Context: an optimization exercise on an open-source flow, tuned for small area. The choices shown serve that exercise and are no tape-out recipe.
Function was checked by simulation only, so behaviour that the tests miss may differ from the original.
Power is estimated from default activity; no workload was simulated.

== JK ==
==> flow/design.v (excerpt) <==
module gasm_core #(
    parameter [31:0] OUT_ADDR        = 32'h0000_FF00,
    parameter [31:0] KBD_DATA_ADDR   = 32'h0000_FF04,
    parameter [31:0] KBD_STATUS_ADDR = 32'h0000_FF08,
    parameter [31:0] STACK_LO        = 32'h0000_E000,
    parameter [31:0] STACK_HI        = 32'h0000_F000
) (
    input  wire        clk,
    input  wire        rst,
    input  wire [31:0] entry,
    output reg         mem_valid,
    output reg         mem_we,
    output reg  [3:0]  mem_wstrb,
    output reg  [31:0] mem_addr,
    output reg  [31:0] mem_wdata,
    input  wire [31:0] mem_rdata,
    input  wire        mem_ready,
    output wire        boundary,
    input  wire        timer_tick,
    input  wire        kbd_valid,
    input  wire [7:0]  kbd_char,
    output reg         kbd_ack,
    output reg         out_valid,
    output reg  [7:0]  out_byte,
    output wire        halted,
    output wire        faulted,
    output wire [2:0]  fault_reason,
    output reg  [31:0] fault_value
);
export LEC_CHECK = 0
export ABC_AREA = 1
export CAP_MARGIN = 20
export CORE_MARGIN = 2
export CORE_UTILIZATION = 30
export GPL_ROUTABILITY_DRIVEN = 1
export PLACE_DENSITY = 0.45
export SLEW_MARGIN = 20
create_clock -name core_clock -period 20.0 [get_ports {clk}]
standard.sh (not shown) runs the stock make flow with config.mk's settings and CLKGATE_MAP_FILE= SYNTH_SCRIPT=/design/flow/synth_recipe.tcl, a recipe that flattens the netlist after the stock synthesis.
==> flow/flow/run.sh <==
#!/bin/bash
# Standard ORFS layout, with three changes to how it is built:
#  - after the standard synthesis, the combinational logic between the registers is
#    re-mapped with an area-oriented ABC script (flow/remap.abc); the registers,
#    their names and cell types, and the ports are left as the standard synthesis made them
#  - ports are buffered with the smallest buffer (sky130_fd_sc_hd__buf_1)
#  - the clock tree uses clkbuf_4 leaf clusters of at most 9 sinks within 60 um, and no dummy loads
set -euo pipefail
export BUFFER_PORTS_ARGS="-buffer_cell sky130_fd_sc_hd__buf_1"
export CTS_ARGS="-sink_clustering_enable -repair_clock_nets -dont_use_dummy_load -buf_list sky130_fd_sc_hd__clkbuf_4 -sink_clustering_size 9 -sink_clustering_max_diameter 60 -sink_buffer_max_cap_derate 1.0"

HERE=$PWD
RES=$HERE/orfs/results/$FLOW_PLATFORM/gasm_core/base
LIB=$FLOW_HOME/platforms/$FLOW_PLATFORM/lib/sky130_fd_sc_hd__tt_025C_1v80.lib

# 1. standard synthesis
bash standard.sh $RES/1_2_yosys.v > synth_standard.log 2>&1
cp $RES/1_2_yosys.v $HERE/synth_standard.v

# 2. re-map the combinational logic; sequential cells stay as black boxes
SEQ=$(grep -oE "sky130_fd_sc_hd__[a-z0-9_]+" $HERE/synth_standard.v | sort -u | grep -E "__(s?e?df|dl|sdl)" | tr '\n' ' ')
DU=$(sed -n '/DONT_USE_CELLS += /,/^#/p' $FLOW_HOME/platforms/$FLOW_PLATFORM/config.mk | grep -oE "sky130_fd_sc_hd__[a-z0-9_]+" | sed 's/^/-dont_use /' | tr '\n' ' ')
cat > $HERE/remap.ys <<EOY
read_liberty -ignore_miss_func $LIB
blackbox $SEQ
read_verilog $HERE/synth_standard.v
hierarchy -top $FLOW_TOP
flatten
opt_clean
abc -script $HERE/flow/remap.abc -liberty $LIB $DU
opt_clean -purge
hilomap -singleton -hicell sky130_fd_sc_hd__conb_1 HI -locell sky130_fd_sc_hd__conb_1 LO
splitnets
opt_clean -purge
stat -liberty $LIB
write_verilog -noattr -nohex -nodec $HERE/synth_remap.v
EOY
yosys -s $HERE/remap.ys > remap.log 2>&1
cp $HERE/synth_remap.v $RES/1_2_yosys.v

# 3. the rest of the standard layout on the re-mapped netlist
bash standard.sh > standard_flow.log 2>&1
==> flow/flow/remap.abc <==
strash
&get -n
&deepsyn -T 20
&dch -f
&nf -a -R 1000
&put
JK went all the way through the flow, and no timing, DRC or antenna check failed.
Edits applied to the flow inputs when going from JK to MS:
- SLEW_MARGIN changed from 20 to 0
- CAP_MARGIN changed from 20 to 0
--- a/flow/flow/run.sh
+++ b/flow/flow/run.sh
@@ -8,5 +8,5 @@
 set -euo pipefail
 export BUFFER_PORTS_ARGS="-buffer_cell sky130_fd_sc_hd__buf_1"
-export CTS_ARGS="-sink_clustering_enable -repair_clock_nets -dont_use_dummy_load -buf_list sky130_fd_sc_hd__clkbuf_4 -sink_clustering_size 9 -sink_clustering_max_diameter 60 -sink_buffer_max_cap_derate 1.0"
+export CTS_ARGS="-sink_clustering_enable -repair_clock_nets -dont_use_dummy_load -buf_list sky130_fd_sc_hd__clkbuf_4 -sink_clustering_size 12 -sink_clustering_max_diameter 35 -sink_buffer_max_cap_derate 1.0"
 
 HERE=$PWD
==> comparison <==
Going from JK to MS, number of buffers created by CTS grew by more than 10%.
No run among JK and MS stopped early or left any final violation; all are clean.
MS vs. JK: worst-case setup margin in the final layout higher; clock network power share increased by 0.5 points relative to the old numbers; total power has increased.
Compared with JK, MS shows wire length of the first global-routing pass lower by 650 um.
Compared MS against JK; non-clock buffer area fraction after layout within noise.

========
Setup of wip/violet:
gasm_core, a different RTL version from the one above (not shown whole).
For scale: roughly 200 I/O pins, roughly 0.026 mm2 of cells after synthesis.
==> flow/config.mk <==
export PLATFORM = sky130hd
export DESIGN_NAME = gasm_core
export DESIGN_NICKNAME = gasm_core
export VERILOG_FILES = /design/flow/design.v
export SDC_FILE = /design/flow/constraint.sdc
export NUM_CORES = 4
export LEC_CHECK = 0
export ABC_AREA = 1
export CAP_MARGIN = 20
export CORE_MARGIN = 2
export CORE_UTILIZATION = 30
export GPL_ROUTABILITY_DRIVEN = 1
export PLACE_DENSITY = 0.45
export SLEW_MARGIN = 20
==> flow/constraint.sdc <==
create_clock -name core_clock -period 20.0 [get_ports {clk}]
set_input_delay 4.0000 -clock core_clock [delete_from_list [all_inputs] [get_ports {clk}]]
set_output_delay 4.0000 -clock core_clock [all_outputs]
set_load 0.01 [all_outputs]
==> flow/flow/run.sh <==
#!/bin/bash
# Standard ORFS layout, with two changes to how it is built:
#  - ports are buffered with the smallest buffer (sky130_fd_sc_hd__buf_1)
#  - the clock tree uses clkbuf_8 leaf clusters of at most 20 sinks and no dummy loads
set -euo pipefail
export BUFFER_PORTS_ARGS="-buffer_cell sky130_fd_sc_hd__buf_1"
export CTS_ARGS="-sink_clustering_enable -repair_clock_nets -dont_use_dummy_load -buf_list sky130_fd_sc_hd__clkbuf_16 -sink_clustering_size 36 -sink_clustering_max_diameter 100 -sink_buffer_max_cap_derate 1.0"
bash standard.sh > standard_flow.log 2>&1
wip/violet completed; timing, DRC and antenna clean
Setup changes, wip/violet to wip/nickel
==> flow/flow/run.sh <==
#!/bin/bash
# Standard ORFS layout, with three changes to how it is built:
#  - after the standard synthesis, the combinational logic between the registers is
#    re-mapped with an area-oriented ABC script (flow/remap.abc); the registers,
#    their names and cell types, and the ports are left as the standard synthesis made them
#  - ports are buffered with the smallest buffer (sky130_fd_sc_hd__buf_1)
#  - the clock tree uses clkbuf_4 leaf clusters of at most 9 sinks within 60 um, and no dummy loads
set -euo pipefail
export BUFFER_PORTS_ARGS="-buffer_cell sky130_fd_sc_hd__buf_1"
export CTS_ARGS="-sink_clustering_enable -repair_clock_nets -dont_use_dummy_load -buf_list sky130_fd_sc_hd__clkbuf_4 -sink_clustering_size 9 -sink_clustering_max_diameter 60 -sink_buffer_max_cap_derate 1.0"

HERE=$PWD
RES=$HERE/orfs/results/$FLOW_PLATFORM/gasm_core/base
LIB=$FLOW_HOME/platforms/$FLOW_PLATFORM/lib/sky130_fd_sc_hd__tt_025C_1v80.lib

# 1. standard synthesis
bash standard.sh $RES/1_2_yosys.v > synth_standard.log 2>&1
cp $RES/1_2_yosys.v $HERE/synth_standard.v

# 2. re-map the combinational logic; sequential cells stay as black boxes
SEQ=$(grep -oE "sky130_fd_sc_hd__[a-z0-9_]+" $HERE/synth_standard.v | sort -u | grep -E "__(s?e?df|dl|sdl)" | tr '\n' ' ')
DU=$(sed -n '/DONT_USE_CELLS += /,/^#/p' $FLOW_HOME/platforms/$FLOW_PLATFORM/config.mk | grep -oE "sky130_fd_sc_hd__[a-z0-9_]+" | sed 's/^/-dont_use /' | tr '\n' ' ')
cat > $HERE/remap.ys <<EOY
read_liberty -ignore_miss_func $LIB
blackbox $SEQ
read_verilog $HERE/synth_standard.v
hierarchy -top $FLOW_TOP
flatten
opt_clean
abc -script $HERE/flow/remap.abc -liberty $LIB $DU
opt_clean -purge
hilomap -singleton -hicell sky130_fd_sc_hd__conb_1 HI -locell sky130_fd_sc_hd__conb_1 LO
splitnets
opt_clean -purge
stat -liberty $LIB
write_verilog -noattr -nohex -nodec $HERE/synth_remap.v
EOY
yosys -s $HERE/remap.ys > remap.log 2>&1
cp $HERE/synth_remap.v $RES/1_2_yosys.v

# 3. the rest of the standard layout on the re-mapped netlist
bash standard.sh > standard_flow.log 2>&1
==> flow/flow/remap.abc (new file) <==
strash
&get -n
&deepsyn -T 20
&dch -f
&nf -a -R 1000
&put
==> run notes <==
- Against wip/violet, wip/nickel comes in 5.2 points higher on combinational share of power.
- Growth of design area from synthesis to finish delta for wip/nickel relative to wip/violet: 3.4 points higher
- From wip/violet to wip/nickel the numbers moved as follows: reported net switching power has increased, total buffers and inverters traversed by the critical path fell by 4, worst setup slack before clock tree synthesis higher, worst-case headroom to the max-slew limit has decreased.
- The power density over the cells number comes out higher for wip/violet vs wip/nickel.
For wip/pepper, these inputs were changed with respect to wip/nickel:
==> flow/flow/run.sh <==
#!/bin/bash
# Standard ORFS layout, with two changes to how it is built:
#  - ports are buffered with the smallest buffer (sky130_fd_sc_hd__buf_1)
#  - the clock tree uses clkbuf_8 leaf clusters of at most 20 sinks and no dummy loads
set -euo pipefail
export BUFFER_PORTS_ARGS="-buffer_cell sky130_fd_sc_hd__buf_1"
export CTS_ARGS="-sink_clustering_enable -repair_clock_nets -dont_use_dummy_load -buf_list sky130_fd_sc_hd__clkbuf_8 -sink_clustering_size 18 -sink_clustering_max_diameter 80 -sink_buffer_max_cap_derate 1.0"
bash standard.sh > standard_flow.log 2>&1
removed: flow/flow/remap.abc
==> comparison <==
Between wip/pepper and wip/nickel, it is wip/pepper whose synthesized net count is higher, by about 34%. Lower number of detailed-routing iterations run before antenna repair goes to wip/pepper over wip/nickel. Delta (wip/pepper minus wip/nickel): number of nets still failing antenna checks after routing has remained practically unchanged, largest voltage drop on the vdd net grew by 41%, power has increased. wip/nickel → wip/pepper: final critical delay including setup and external delays went up by 4.05 ns; fraction of cell area in non-clock buffers shrank by 0.52 points; slew at the pin closest to its max-slew limit lost 0.098 ns. Looking at first element of the critical path, the ph[0] result is from wip/pepper; the state[1] one comes from wip/nickel.
Input-level comparison between wip/umber and wip/pepper:
-- flow/flow/run.sh --
<<< wip/pepper, line 7
export CTS_ARGS="-sink_clustering_enable -repair_clock_nets -dont_use_dummy_load -buf_list sky130_fd_sc_hd__clkbuf_8 -sink_clustering_size 18 -sink_clustering_max_diameter 80 -sink_buffer_max_cap_derate 1.0"
>>> wip/umber, line 7
export CTS_ARGS="-sink_clustering_enable -repair_clock_nets -dont_use_dummy_load -buf_list sky130_fd_sc_hd__clkbuf_8 -sink_clustering_size 15 -sink_clustering_max_diameter 70 -sink_buffer_max_cap_derate 1.0"
Notes after the runs:
- wip/umber: total power is 2.2% higher than what wip/pepper reported.
- Delta(fraction of layout instances using a drive strength above 1, wip/umber - wip/pepper) > 0
- Diff wip/umber and wip/pepper: leakage power figure lower in wip/pepper
- On maximum frequency from static timing analysis, wip/umber and wip/pepper are basically level.
- Compared to wip/pepper, wip/umber has relative contribution of the clock network to total power 1.7 points higher.
- Compare wip/umber and wip/pepper | end-of-flow core utilization higher: wip/umber
- [compare] base=wip/pepper new=wip/umber: number of global-route vias before repair increased about 1%, final design area excluding fillers now sits higher, global-route usage rose by 0.17 points.
- wip/umber ends up with a first-pass GRT wire length that is 590 um higher than in wip/pepper.
What wip/lagoon does differently from wip/umber at the input level:
-- flow/flow/run.sh --
<<< wip/umber, line 7
export CTS_ARGS="-sink_clustering_enable -repair_clock_nets -dont_use_dummy_load -buf_list sky130_fd_sc_hd__clkbuf_8 -sink_clustering_size 15 -sink_clustering_max_diameter 70 -sink_buffer_max_cap_derate 1.0"
>>> wip/lagoon, line 7
export CTS_ARGS="-sink_clustering_enable -repair_clock_nets -dont_use_dummy_load -buf_list sky130_fd_sc_hd__clkbuf_4 -sink_clustering_size 9 -sink_clustering_max_diameter 60 -sink_buffer_max_cap_derate 1.0"
[summary]
According to the power report, total power for wip/lagoon is lower than for wip/umber.
Taking wip/umber as the reference, in wip/lagoon final hold slack saw a decrease, setup slack saw an increase.
[compare] base=wip/umber new=wip/lagoon: data required time of the worst path grew by 0.22 ns; sequential share of layout area climbed 0.35 points; met1 wire length now smaller; fraction of registers with async set/reset did not really move.
Summary — post-layout utilization of the core, wip/lagoon relative to wip/umber: lower, by 0.20 points.
The clock-net power reported for wip/lagoon is smaller than that of wip/umber by 9.3%.
Compared with wip/umber, wip/lagoon improves final period demand of the worst path.
Min fraction of power consumed by combinational cells across wip/lagoon and wip/umber: wip/umber

========
## try-lagoon
gasm_core, a different RTL version from the one above (not shown whole).
Size: ~2000 cells after synthesis, ~200 I/O pins, roughly 23000 sq um of cells after synthesis.
Settings: LEC_CHECK=0, ABC_AREA=1, CAP_MARGIN=20, CORE_MARGIN=2, CORE_UTILIZATION=55, GPL_ROUTABILITY_DRIVEN=1, GPL_TIMING_DRIVEN=0, PLACE_DENSITY=0.75, SLEW_MARGIN=20; clock period 20.0 ns.
==> flow/flow/run.sh <==
#!/bin/bash
# Standard ORFS layout, with three changes to how it is built:
#  - after the standard synthesis, the combinational logic between the registers is
#    re-mapped with an area-oriented ABC script (flow/remap.abc); the registers,
#    their names and cell types, and the ports are left as the standard synthesis made them
#  - ports are buffered with the smallest buffer (sky130_fd_sc_hd__buf_1)
#  - the clock tree uses clkbuf_4 leaf clusters of at most 8 sinks within 60 um, and no dummy loads
set -euo pipefail
export BUFFER_PORTS_ARGS="-buffer_cell sky130_fd_sc_hd__buf_1"
export CTS_ARGS="-sink_clustering_enable -repair_clock_nets -dont_use_dummy_load -buf_list sky130_fd_sc_hd__clkbuf_16 -sink_clustering_size 32 -sink_clustering_max_diameter 45 -sink_buffer_max_cap_derate 1.0"

HERE=$PWD
RES=$HERE/orfs/results/$FLOW_PLATFORM/gasm_core/base
LIB=$FLOW_HOME/platforms/$FLOW_PLATFORM/lib/sky130_fd_sc_hd__tt_025C_1v80.lib

# 1. standard synthesis
bash standard.sh $RES/1_2_yosys.v > synth_standard.log 2>&1
cp $RES/1_2_yosys.v $HERE/synth_standard.v

# 2. re-map the combinational logic; sequential cells stay as black boxes
SEQ=$(grep -oE "sky130_fd_sc_hd__[a-z0-9_]+" $HERE/synth_standard.v | sort -u | grep -E "__(s?e?df|dl|sdl)" | tr '\n' ' ')
DU=$(sed -n '/DONT_USE_CELLS += /,/^#/p' $FLOW_HOME/platforms/$FLOW_PLATFORM/config.mk | grep -oE "sky130_fd_sc_hd__[a-z0-9_]+" | sed 's/^/-dont_use /' | tr '\n' ' ')
cat > $HERE/remap.ys <<EOY
read_liberty -ignore_miss_func $LIB
blackbox $SEQ
read_verilog $HERE/synth_standard.v
hierarchy -top $FLOW_TOP
flatten
opt_clean
abc -script $HERE/flow/remap.abc -liberty $LIB $DU
opt_clean -purge
hilomap -singleton -hicell sky130_fd_sc_hd__conb_1 HI -locell sky130_fd_sc_hd__conb_1 LO
splitnets
opt_clean -purge
stat -liberty $LIB
write_verilog -noattr -nohex -nodec $HERE/synth_remap.v
EOY
yosys -s $HERE/remap.ys > remap.log 2>&1
cp $HERE/synth_remap.v $RES/1_2_yosys.v

# 3. the rest of the standard layout on the re-mapped netlist
bash standard.sh > standard_flow.log 2>&1
==> flow/flow/remap.abc <==
strash
&get -n
&deepsyn -T 20
&put
strash
amap

Changes in try-zinc relative to try-lagoon:
--- a/flow/flow/run.sh
+++ b/flow/flow/run.sh
@@ -10 +10 @@
-export CTS_ARGS="-sink_clustering_enable -repair_clock_nets -dont_use_dummy_load -buf_list sky130_fd_sc_hd__clkbuf_16 -sink_clustering_size 32 -sink_clustering_max_diameter 45 -sink_buffer_max_cap_derate 1.0"
+export CTS_ARGS="-sink_clustering_enable -repair_clock_nets -dont_use_dummy_load -buf_list sky130_fd_sc_hd__clkbuf_4 -sink_clustering_size 8 -sink_clustering_max_diameter 60 -sink_buffer_max_cap_derate 1.0"
==> flow/flow/remap.abc <==
strash
&get -n
&deepsyn -T 20
&dch -f
&nf -a -R 1000
&put
==> run notes <==
- The higher clock network power share of try-lagoon and try-zinc is in try-lagoon.
- Of try-lagoon and try-zinc, the higher internal portion of total power belongs to try-lagoon.
- The uppermost layer routed comes out met4 in one run and met5 in the other, namely in try-lagoon and try-zinc respectively.
- Of try-lagoon and try-zinc, the run reporting the lower largest incremental delay on the critical path was try-zinc.
- Compared with try-lagoon, try-zinc shows a leakage power of the design that is 2.0% higher.
- Against try-lagoon, try-zinc reports a initial antenna violation count that is lower.
- Against try-lagoon as the reference, try-zinc delivers a lower slew of the pin with the lowest slew margin.
- Cmp try-lagoon and try-zinc / die height / higher: try-zinc
- Max count of buffers not belonging to the clock network in the layout across try-lagoon and try-zinc: try-lagoon
- Measured against each other, try-lagoon and try-zinc differ in count of placed standard cells including taps, the higher figure coming from try-lagoon.
- Wire length the detailed router placed on met1 (try-lagoon / try-zinc): 1.14
--- input diff try-zinc..try-umber ---
==> flow/flow/remap.abc <==
strash
&get -n
&deepsyn -T 20
&put
strash
amap

try-umber against try-zinc; multi-input gate count is down by more than 10%. [compare] base=try-zinc new=try-umber: global-route wire length before repair climbed 9.7%, non-clock buffering overhead in the final layout dropped 0.17 points. The global routing met3 resource utilization number comes out lower for try-umber vs try-zinc. Compare try-zinc and try-umber | setup slack of the critical path after layout higher: try-zinc. Changes observed in try-umber relative to try-zinc: antenna diode count went down by 4; utilization went up by 0.35 points; post-DP HPWL went up by 14%; worst slack after detailed placement went down by 4.10 ns. try-umber: mean cell area of the mapped netlist is 0.29 sq um lower than what try-zinc reported.
diff inputs: try-umber => try-juniper
--- a/flow/flow/run.sh
+++ b/flow/flow/run.sh
@@ -10 +10 @@
-export CTS_ARGS="-sink_clustering_enable -repair_clock_nets -dont_use_dummy_load -buf_list sky130_fd_sc_hd__clkbuf_4 -sink_clustering_size 8 -sink_clustering_max_diameter 60 -sink_buffer_max_cap_derate 1.0"
+export CTS_ARGS="-sink_clustering_enable -repair_clock_nets -dont_use_dummy_load -buf_list sky130_fd_sc_hd__clkbuf_8 -sink_clustering_size 17 -sink_clustering_max_diameter 45 -sink_buffer_max_cap_derate 1.0"
==> run notes <==
Summary: worst setup slack, try-juniper better than try-umber. try-juniper reached the final stage; the timing, design-rule and antenna checks on its layout passed. Max final instance area across try-juniper and try-umber: try-juniper. Comparing the two runs side by side, try-juniper comes out ahead of try-umber on switching power summed over all nets. Compared with try-umber, in try-juniper area of combinational cells with multiple inputs did not really move; global-route usage did not really move.

[afterwards: timing with drivers on the ports]
Ports are ideal in the flow. The routed layouts listed here were re-timed in OpenROAD.
Step 1 assumes that a clkbuf_16 drives the clock port and a buf_2 every other input.
Step 2, shift: input delay + t, output delay - t, t = (earliest + latest rising clock arrival at the registers) / 2. This alone moves slack from input paths to output paths.
Slacks: no drivers / after step 1 / after step 2; pairs: no drivers / after step 1.
run | t (ns) | slack for setup (ns) | worst hold slack (ns) | worst register clock-pin slew, ns | pins driven straight from the clock port
JK | 0.905 | 2.995 / 2.995 / 2.995 | 0.267 / 0.267 / 0.267 | 0.11 / 0.11 | 1
MS | 0.892 | 3.046 / 3.046 / 3.046 | 0.269 / 0.269 / 0.269 | 0.12 / 0.12 | 1
wip/violet | 0.628 | 3.746 / 3.746 / 3.746 | 0.263 / 0.263 / 0.263 | 0.12 / 0.12 | 1
wip/nickel | 0.892 | 7.809 / 7.809 / 7.809 | 0.232 / 0.232 / 0.232 | 0.11 / 0.11 | 1
wip/pepper | 0.731 | 3.763 / 3.763 / 3.763 | 0.289 / 0.289 / 0.289 | 0.12 / 0.12 | 1
wip/umber | 0.717 | 3.773 / 3.773 / 3.773 | 0.283 / 0.283 / 0.283 | 0.11 / 0.11 | 1
wip/lagoon | 0.921 | 3.786 / 3.786 / 3.786 | 0.226 / 0.226 / 0.226 | 0.11 / 0.11 | 1
try-lagoon | 0.650 | 3.551 / 3.551 / 3.551 | 0.255 / 0.255 / 0.255 | 0.10 / 0.10 | 1
try-zinc | 0.883 | 8.097 / 8.097 / 8.097 | 0.263 / 0.263 / 0.263 | 0.11 / 0.11 | 1
try-umber | 0.867 | 3.659 / 3.659 / 3.659 | 0.239 / 0.239 / 0.239 | 0.11 / 0.11 | 1
try-juniper | 0.666 | 3.685 / 3.685 / 3.685 | 0.275 / 0.275 / 0.275 | 0.10 / 0.10 | 1
After both steps setup and hold are still met in every run listed.
